From an optimization exercise on the open Yosys and OpenROAD flow, aimed at small area, a short achievable clock period and few clock cycles; shortcuts taken in it are not production practice.
At most, simulation tests tie the RTL to the original design; equivalence was not proved.
Power is estimated from default activity; no workload was simulated.

==> flow/design.v <==
module gfig_rx (
    input  wire         clk,
    input  wire         rst,         
    input  wire         in_valid,
    input  wire [7:0]   in_data,
    input  wire         in_last,
    output wire         in_ready,
    output reg          rep_valid,
    output reg  [2:0]   rep_code,
    output reg  [279:0] rep_data
);
    localparam [7:0] M0 = 8'hB2;
    localparam [7:0] M1 = 8'hA1;
    localparam [7:0] VERSION = 8'h01;
    localparam [2:0] R_UNKNOWN   = 3'd4;
    localparam [2:0] R_MALFORMED = 3'd5;
    localparam [2:0] R_STORM     = 3'd6;
    localparam integer D  = 34;        
    localparam integer TOTMAX = D + 1;   
    localparam integer AW = 6;
    localparam [1:0] P_HUNT = 2'd0;    
    localparam [1:0] P_FRM  = 2'd1;    
    localparam [1:0] P_UNKW = 2'd2;    
    localparam [1:0] P_SKIP = 2'd3;    
    localparam [15:0] CRC_MAGIC = 16'hC0AB;
    function [15:0] crc_byte;
        input [15:0] c;
        input [7:0]  d;
        integer j;
        reg [15:0] r;
        begin
            r = c ^ {d, 8'h00};
            for (j = 0; j < 8; j = j + 1)
                r = r[15] ? ((r << 1) ^ 16'h1021) : (r << 1);
            crc_byte = r;
        end
    endfunction
    reg       rdy;
    reg       iv, il;
    reg [7:0] id;
    assign in_ready = rdy;
    always @(posedge clk) begin
        id <= in_data;
        il <= in_last;
    end
    reg [8:0]    fm [0:D-1];           
    reg [AW-1:0] wp, rp;
    reg [AW:0]   tot;                  
    reg [AW:0]   avail;                
    reg [5:1]    a_ge;                 
    reg       hbv;                     
    reg [7:0] hb;
    reg       hf;                      
    reg       h_b2, h_a1, h_known, h_v01, h_him;
    wire [8:0] fo = fm[rp];
    always @(posedge clk) begin
        if (iv)
            fm[wp] <= {il, id};
    end
    reg [1:0]  st;
    reg        prev_b2;      
    reg [5:0]  k;            
    reg        fk2, fk3;     
    reg        fpay;         
    reg        fklo, fkend;  
    reg [1:0]  ty;           
    reg [15:0] crc;
    reg        ver_ok;
    reg        v_b2;         
    reg        t_b2, t_a1;   
    reg        lo_ok;        
    reg [3:0]  sl;           
    reg [3:0]  inv;
    reg        storm_pend;
    wire consume = hbv && a_ge[1] && (st != P_UNKW);
    wire ld      = (!hbv || consume) && (hbv ? (tot >= 2) : (tot != 0));    
    wire [3:0] sl1 = sl[3] ? 4'd8 : sl + 4'd1;
    reg [5:0] k_lo1, k_lastf;
    always @* begin
        case (ty)
            2'd1:    begin k_lo1 = 6'd13; k_lastf = 6'd12; end
            2'd2:    begin k_lo1 = 6'd61; k_lastf = 6'd38; end
            default: begin k_lo1 = 6'd11; k_lastf = 6'd11; end
        endcase
    end
    reg gate;
    always @* begin
        case (sl[2:0])
            3'd4: gate = a_ge[4];
            3'd5: gate = a_ge[3];
            3'd6: gate = a_ge[2];
            3'd7: gate = a_ge[1];
            default: gate = a_ge[5];
        endcase
        if (sl[3]) gate = 1'b1;
    end
    wire [AW:0] tot_n   = tot + iv - consume;
    wire [AW:0] avail_n = (iv && il) ? tot_n : avail - consume;
    integer q;
    reg fire, fire_now;
    reg  clr_r;
    wire in_frm = consume && (st == P_FRM);
    wire pay_wr = in_frm && fpay;
    wire [7:0] pd = hb & {8{~clr_r}};
    always @(posedge clk) begin
        for (q = 0; q < 35; q = q + 1)
            if (clr_r || (pay_wr && k == q + 4))
                rep_data[8*q +: 8] <= pd;
    end
    wire up = iv && !consume;
    wire dn = !iv && consume;
    reg  rdy_n;
    always @* begin
        case ({rdy, up, dn})
            3'b010:  rdy_n = tot <= TOTMAX - 2;
            3'b001:  rdy_n = tot <= TOTMAX;
            3'b110:  rdy_n = tot <= TOTMAX - 3;
            3'b101:  rdy_n = tot <= TOTMAX - 1;
            3'b100:  rdy_n = tot <= TOTMAX - 2;
            default: rdy_n = tot <= TOTMAX - 1;
        endcase
    end
    reg [5:1] a_ge_n;
    always @* begin
        for (q = 1; q <= 5; q = q + 1) begin
            if (iv && il)
                a_ge_n[q] = up ? (tot >= q - 1) : dn ? (tot >= q + 1) : (tot >= q);
            else if (consume)
                a_ge_n[q] = (q == 5) ? (avail >= 6) : a_ge[q + 1];
            else
                a_ge_n[q] = a_ge[q];
        end
    end
    reg fin, fin_ok, fin_storm;
    always @(posedge clk) begin
        if (rst) begin
            rdy <= 1'b0; iv <= 1'b0;
            wp <= 0; rp <= 0; tot <= 0; avail <= 0; a_ge <= 5'd0;
            hbv <= 1'b0;
            st <= P_HUNT; prev_b2 <= 1'b0; sl <= 4'd0; inv <= 4'd0;
            storm_pend <= 1'b0;
            rep_valid <= 1'b0;
            clr_r <= 1'b0;
            fin <= 1'b0; fin_storm <= 1'b0;
        end else begin
            iv  <= in_valid & rdy;
            rdy <= rdy_n;
            if (iv) wp <= (wp == D-1) ? 0 : wp + 1'b1;
            if (ld) rp <= (rp == D-1) ? 0 : rp + 1'b1;
            tot   <= tot_n;
            avail <= avail_n;
            a_ge  <= a_ge_n;
            if (ld) begin
                hbv     <= 1'b1;
                hb      <= fo[7:0];
                hf      <= fo[8];
                h_b2    <= (fo[7:0] == M0);
                h_a1    <= (fo[7:0] == M1);
                h_known <= (fo[7:0] == 8'h01) || (fo[7:0] == 8'h02) || (fo[7:0] == 8'h03);
                h_v01   <= (fo[7:0] == VERSION);
                h_him   <= (fo[7:0] == crc[15:8]);
            end else if (consume) begin
                hbv <= 1'b0;
            end
            rep_valid  <= 1'b0;
            storm_pend <= 1'b0;
            clr_r      <= 1'b0;
            fin        <= 1'b0;
            fin_storm  <= 1'b0;
            if (storm_pend) begin
                rep_valid <= 1'b1;
                rep_code  <= R_STORM;
            end
            if (fin) begin
                rep_valid  <= 1'b1;
                rep_code   <= fin_ok ? {1'b0, ty} : R_MALFORMED;
                storm_pend <= fin_storm;
            end
            fire = 1'b0;
            fire_now = 1'b0;
            if (st == P_UNKW) begin
                if (gate) fire = 1'b1;
            end else if (consume) begin
                sl <= sl1;
                case (st)
                    P_HUNT: begin
                        if (prev_b2 && h_a1) begin
                            st   <= P_FRM;
                            k    <= 6'd2;
                            fk2  <= 1'b1; fk3 <= 1'b0; fpay <= 1'b0;
                            fklo <= 1'b0; fkend <= 1'b0;
                            crc  <= CRC_MAGIC;
                            clr_r <= 1'b1;
                            if (hf && sl1[3]) sl <= 4'd2;
                        end
                        prev_b2 <= h_b2;
                    end
                    P_FRM: begin
                        k     <= k + 6'd1;
                        fk2   <= 1'b0;
                        fk3   <= fk2;
                        fpay  <= fk3 || (fpay && (k != k_lastf));
                        fklo  <= !fk2 && !fk3 && (k == k_lo1);
                        fkend <= fklo;
                        if (fk2) begin
                            ver_ok <= h_v01;
                            v_b2   <= h_b2;
                            crc    <= crc_byte(crc, hb);
                            if (hf && sl1[3]) sl <= 4'd3;
                        end else if (fk3) begin
                            t_b2 <= h_b2;
                            t_a1 <= h_a1;
                            if (h_known) begin
                                ty  <= hb[1:0];
                                crc <= crc_byte(crc, hb);
                            end else if (gate) begin
                                fire = 1'b1;
                                fire_now = 1'b1;
                            end else begin
                                st <= P_UNKW;
                            end
                        end else if (fkend) begin
                            fin    <= 1'b1;
                            fin_ok <= ver_ok && lo_ok && h_him;
                            sl <= 4'd0;
                            st <= P_HUNT;
                            prev_b2 <= 1'b0;
                            if (ver_ok && lo_ok && h_him) begin
                                inv <= 4'd0;
                            end else begin
                                clr_r <= 1'b1;
                                if (inv == 4'd10) begin
                                    inv <= 4'd0;
                                    fin_storm <= 1'b1;
                                    if (!hf) begin
                                        st <= P_SKIP;
                                        sl <= 4'd8;
                                    end
                                end else begin
                                    inv <= inv + 4'd1;
                                end
                            end
                        end else if (fklo) begin
                            lo_ok <= (hb == crc[7:0]);
                        end else begin
                            crc <= crc_byte(crc, hb);
                        end
                    end
                    P_SKIP: begin
                        if (hf && sl1[3]) begin
                            st <= P_HUNT;
                            prev_b2 <= 1'b0;
                            sl <= 4'd0;
                        end
                    end
                    default: ;
                endcase
            end
            if (fire) begin
                rep_valid <= 1'b1;
                rep_code  <= R_UNKNOWN;
                if (inv == 4'd10) begin
                    inv <= 4'd0;
                    storm_pend <= 1'b1;
                    prev_b2 <= 1'b0;
                    if (fire_now && hf && sl1[3]) begin
                        st <= P_HUNT;
                        sl <= 4'd0;
                    end else begin
                        st <= P_SKIP;
                        sl <= fire_now ? sl1 : sl;
                    end
                end else begin
                    inv <= inv + 4'd1;
                    sl  <= 4'd3;
                    if (v_b2 && (fire_now ? h_a1 : t_a1)) begin
                        st   <= P_FRM;
                        k    <= 6'd2;
                        fk2  <= 1'b1; fk3 <= 1'b0; fpay <= 1'b0;
                        fklo <= 1'b0; fkend <= 1'b0;
                        crc  <= CRC_MAGIC;
                        clr_r <= 1'b1;
                    end else begin
                        st <= P_HUNT;
                        prev_b2 <= fire_now ? h_b2 : t_b2;
                    end
                end
            end
        end
    end
endmodule
==> flow/config.mk <==
export PLATFORM = sky130hd
export DESIGN_NAME = gfig_rx
export DESIGN_NICKNAME = gfig_rx
export VERILOG_FILES = /design/flow/design.v
export SDC_FILE = /design/flow/constraint.sdc
export NUM_CORES = 4
export LEC_CHECK = 0
export ABC_CLOCK_PERIOD_IN_PS = 3000
export CAP_MARGIN = 20
export CORE_MARGIN = 2
export CORE_UTILIZATION = 65
export CTS_CLUSTER_DIAMETER = 80
export CTS_CLUSTER_SIZE = 26
export PLACE_DENSITY = 0.75
export SLEW_MARGIN = 20
==> flow/constraint.sdc <==
create_clock -name core_clock -period 11.0 [get_ports {clk}]
set_input_delay 2.2000 -clock core_clock [delete_from_list [all_inputs] [get_ports {clk}]]
set_output_delay 2.2000 -clock core_clock [all_outputs]
set_load 0.01 [all_outputs]
standard.sh (not shown) runs the stock make flow with config.mk's settings and CLKGATE_MAP_FILE= SYNTH_SCRIPT=/design/flow/synth_recipe.tcl, a recipe that flattens the netlist after the stock synthesis.
==> flow/flow/run.sh <==
#!/bin/bash
# Layout flow: the standard ORFS flow with these changes:
#  - repair_timing keeps a setup margin, so paths are sized and buffered
#    past the clock period, and may resize cells to other footprints;
#  - ports are buffered with buf_1 cells.
set -e -o pipefail
export SETUP_SLACK_MARGIN=7.6
export BUFFER_PORTS_ARGS="-buffer_cell sky130_fd_sc_hd__buf_1"
bash standard.sh MATCH_CELL_FOOTPRINT=0 finish 2>&1 | tee standard_flow.log
The starting point ran to the end with no violations.
==> next run, changes <==
--- a/flow/design.v
+++ b/flow/design.v
@@ -14,10 +14,9 @@
     localparam [7:0] VERSION = 8'h01;
     localparam [2:0] R_UNKNOWN   = 3'd4;
     localparam [2:0] R_MALFORMED = 3'd5;
     localparam [2:0] R_STORM     = 3'd6;
-    localparam integer D  = 34;        
-    localparam integer TOTMAX = D + 1;   
+    localparam integer D  = 35;        
     localparam integer AW = 6;
     localparam [1:0] P_HUNT = 2'd0;    
     localparam [1:0] P_FRM  = 2'd1;    
     localparam [1:0] P_UNKW = 2'd2;    
@@ -111,14 +110,14 @@
     wire dn = !iv && consume;
     reg  rdy_n;
     always @* begin
         case ({rdy, up, dn})
-            3'b010:  rdy_n = tot <= TOTMAX - 2;
-            3'b001:  rdy_n = tot <= TOTMAX;
-            3'b110:  rdy_n = tot <= TOTMAX - 3;
-            3'b101:  rdy_n = tot <= TOTMAX - 1;
-            3'b100:  rdy_n = tot <= TOTMAX - 2;
-            default: rdy_n = tot <= TOTMAX - 1;
+            3'b010:  rdy_n = tot <= D - 2;
+            3'b001:  rdy_n = tot <= D;
+            3'b110:  rdy_n = tot <= D - 3;
+            3'b101:  rdy_n = tot <= D - 1;
+            3'b100:  rdy_n = tot <= D - 2;
+            default: rdy_n = tot <= D - 1;
         endcase
     end
     reg [5:1] a_ge_n;
     always @* begin
The changed run completed without violations.
Fmax went up by 2.5%.
Routed wire length went up by 0.30%.
Design area went up by 0.79%.
Total power went up by 4.3%.
Worst hold slack improves by 13 ps.
Testbench counts after the change, summed over its fixed seeds: cycles 186,711.
Only the layout flow was run in the first run of this note; the RTL was not checked for function there.

## static timing again, ports no longer ideal
The results above use ideal ports. As a check the final layouts listed here were re-extracted and re-timed, cells and wires unchanged.
Step 1 (the two cells are an assumption about what drives the block):
set clk [get_ports {clk}]
set_driving_cell -lib_cell sky130_fd_sc_hd__clkbuf_16 $clk
set_driving_cell -lib_cell sky130_fd_sc_hd__buf_2 [delete_from_list [all_inputs] $clk]
Step 2, shift: input delay + t, output delay - t, t = (earliest + latest rising clock arrival at the registers) / 2. This alone moves slack from input paths to output paths.
Three values: ideal ports, drivers, drivers and shift; two values: the first two.
run	t (ns)	setup slack, ns	hold slack, ns	worst register clock-pin slew, ns	pins driven straight from the clock port
the first run	0.669	7.545 / 7.490 / 7.437	0.436 / 0.436 / 0.436	0.11 / 0.11	1
the second run	0.644	7.630 / 7.571 / 7.272	0.449 / 0.449 / 0.449	0.11 / 0.11	1
After both steps setup and hold are still met in every run listed. The setup slack of the second run, which loses most, moves by -0.059 ns with the drivers and by -0.358 ns with both steps.
